This is an optimization exercise on Yosys and OpenROAD, whose aim is small area, a short achievable clock period and few clock cycles per item, not a production implementation.
At most, simulation tests tie the RTL to the original design; equivalence was not proved.
Power is estimated from default activity; no workload was simulated.

Setup of raven:
==> flow/design.v (excerpt) <==
module frame_decoder (
    input  wire        clk,
    input  wire        rst,           
    input  wire        cmd_valid,
    output reg         cmd_ready,
    input  wire [2:0]  cmd_op,
    input  wire [63:0] cmd_arg,
    output reg         rsp_valid,
    output wire [7:0]  rsp_status,
    output wire [7:0]  rsp_cause,
    output wire [63:0] rsp_result,
    input  wire        in_valid,
    output reg         in_ready,
    input  wire [7:0]  in_data,
    output wire        out_valid,
    input  wire        out_ready,
    output wire [7:0]  out_data
);
Size in the first run: about 610 flip-flops, about 0.031 mm2 of cells after synthesis.
==> flow/config.mk <==
export PLATFORM = sky130hd
export DESIGN_NAME = frame_decoder
export DESIGN_NICKNAME = frame_decoder
export VERILOG_FILES = /design/flow/design.v
export SDC_FILE = /design/flow/constraint.sdc
export NUM_CORES = 4
export LEC_CHECK = 0
export CAP_MARGIN = 40
export CORE_MARGIN = 2
export CORE_UTILIZATION = 65
export CTS_BUF_LIST = sky130_fd_sc_hd__clkbuf_8
export CTS_CLUSTER_DIAMETER = 50
export CTS_CLUSTER_SIZE = 20
export PLACE_DENSITY = 0.72
export SLEW_MARGIN = 40
==> flow/constraint.sdc <==
create_clock -name core_clock -period 12.0 [get_ports {clk}]
set_input_delay 2.4000 -clock core_clock [delete_from_list [all_inputs] [get_ports {clk}]]
set_output_delay 2.4000 -clock core_clock [all_outputs]
set_load 0.01 [all_outputs]
standard.sh (not shown) runs the stock make flow with config.mk's settings and CLKGATE_MAP_FILE= SYNTH_SCRIPT=/design/flow/synth_recipe.tcl, a recipe that flattens the netlist after the stock synthesis.
==> flow/flow/run.sh <==
#!/bin/bash
# The standard layout (the standard.sh, unchanged synthesis), with two
# settings changed: timing repair aims at a setup slack of 8.0 ns instead of 0,
# so the layout reaches a shorter period, and the buffer put on every port is
# a buf_2 instead of the delay cell the resizer picks by default. Each ORFS
# step writes its own log under orfs/logs; make's output goes to the logs
# named below.
set -euo pipefail
bash standard.sh synth > synth_make.log 2>&1
bash standard.sh SETUP_SLACK_MARGIN=8.0 "BUFFER_PORTS_ARGS=-buffer_cell sky130_fd_sc_hd__buf_2" finish > layout_make.log 2>&1
raven reached the final stage; the timing, design-rule and antenna checks on its layout passed.
Testbench counts of raven, summed over its fixed seeds: cycles 55,012, items 54,500.
Input-level comparison between umber and raven:
Settings: CTS_CLUSTER_DIAMETER: 50 -> unset; CTS_CLUSTER_SIZE: 20 -> unset; ABC_AREA: unset -> 1.
[summary]
- Comparing the two runs side by side, umber comes out behind raven on post-route worst hold slack.
- Switching power of the nets of umber falls short of that of raven by more than 10%.
- Taking raven as 1.0, umber lands at 1.5 on violation count after the first detailed-routing iteration.
Changes in fjord relative to umber:
Settings: clearing ABC_AREA, which used to be 1; swapping 0.72 for 0.65 in PLACE_DENSITY; swapping 65 for 55 in CORE_UTILIZATION.
Findings:
- umber → fjord: routed length on met2 decreased about 12%; part of the cycle the worst path needs increased 0.28 points.
- Most frequent standard cell in the layout excluding fill and tap cells = sky130_fd_sc_hd__edfxtp_1: fjord; most frequent standard cell in the layout excluding fill and tap cells = sky130_fd_sc_hd__nand2_1: umber
- STATUS worst setup slack before clock tree synthesis: fjord loses against umber
- The via count of fjord falls short of that of umber by 5398.
- The uppermost layer routed comes out met5 in one run and met4 in the other, namely in fjord and umber respectively.
- fjord vs umber — buffer count from post-CTS setup fixing rose 5.
- umber → fjord: normalized max-slew margin -1.1 points, setup slack -0.034 ns, part of the Yosys area used for sequential elements +3.3 points, portion of total power attributed to sequential cells -3.0 points.

---

== run A ==
frame_decoder, a different RTL version from the one above (not shown whole).
For scale: about 590 flip-flops, ~170 I/O pins, ~31000 um2 of cells after synthesis.
clock: 12.0 ns
lec_check: 0
cap_margin: 40
core_margin: 2
core_utilization: 55
cts_buf_list: sky130_fd_sc_hd__clkbuf_4
place_density: 0.65
slew_margin: 40
Scripts as last shown in full above: flow/flow/run.sh
Modified inputs, run B compared to run A
--- a/flow/flow/run.sh
+++ b/flow/flow/run.sh
@@ -5 +5 @@
-# a buf_2 instead of the delay cell the resizer picks by default. Each ORFS
+# a buf_4 instead of the delay cell the resizer picks by default. Each ORFS
@@ -10 +10 @@
-bash standard.sh SETUP_SLACK_MARGIN=8.0 "BUFFER_PORTS_ARGS=-buffer_cell sky130_fd_sc_hd__buf_2" finish > layout_make.log 2>&1
+bash standard.sh SETUP_SLACK_MARGIN=8.0 "BUFFER_PORTS_ARGS=-buffer_cell sky130_fd_sc_hd__buf_4" finish > layout_make.log 2>&1
--- a/flow/config.mk
+++ b/flow/config.mk
@@ -10,3 +10 @@
-export CORE_UTILIZATION = 55
-export CTS_BUF_LIST = sky130_fd_sc_hd__clkbuf_4
-export PLACE_DENSITY = 0.65
+export CORE_UTILIZATION = 40
==> run summary <==
Summary of run B over run A: non-filler instance count after layout has increased, clock skew has decreased. Diff run A -> run B: worst hold slack shrank by 0.0039 ns, longest individual stage delay on the worst path shrank by 0.22 ns, flip-flop and latch share of the layout cell area shrank by 3.9 points, detailed-route vias per instance shrank by about 2.4%, required time of the critical path shrank by 0.39 ns. The type of the worst setup path comes out flop to flop in one run and input port to flop in the other, namely in run A and run B respectively.
No run of this note included a check of the RTL's function; only the layout flow was run.

## re-timing with driven ports
How much do the figures lean on ideal ports? The routed layouts below were timed once more, with nothing changed but the port constraints. Step 1 sets driving cells, clkbuf_16 on the clock port and buf_2 on the other inputs (assumed; they add their load-dependent delay and slew). Step 2 times the ports against the registers' clock, not the clock port: input delays grow and output delays shrink by t, the midpoint of the rising clock arrivals with the driver on. Slacks: ideal ports / drivers / drivers and shift; pairs: ideal ports / drivers.
run | t (ns) | setup WS [ns] | hold WS [ns] | worst register clock-pin slew, ns
raven | 0.750 | 8.016 / 8.016 / 7.310 | 0.469 / 0.469 / 0.469 | 0.12 / 0.12
umber | 0.784 | 8.084 / 8.025 / 7.358 | 0.455 / 0.455 / 0.455 | 0.07 / 0.07
fjord | 0.765 | 8.050 / 7.987 / 7.326 | 0.468 / 0.468 / 0.468 | 0.07 / 0.07
run A | 1.046 | 7.881 / 7.881 / 6.920 | 0.461 / 0.461 / 0.461 | 0.07 / 0.07
run B | 0.681 | 7.660 / 7.646 / 6.964 | 0.457 / 0.457 / 0.457 | 0.07 / 0.07
After both steps setup and hold are still met in every run listed. For run A, which loses most, drivers alone change the setup slack by 0.000 ns; drivers and shift together by -0.961 ns.
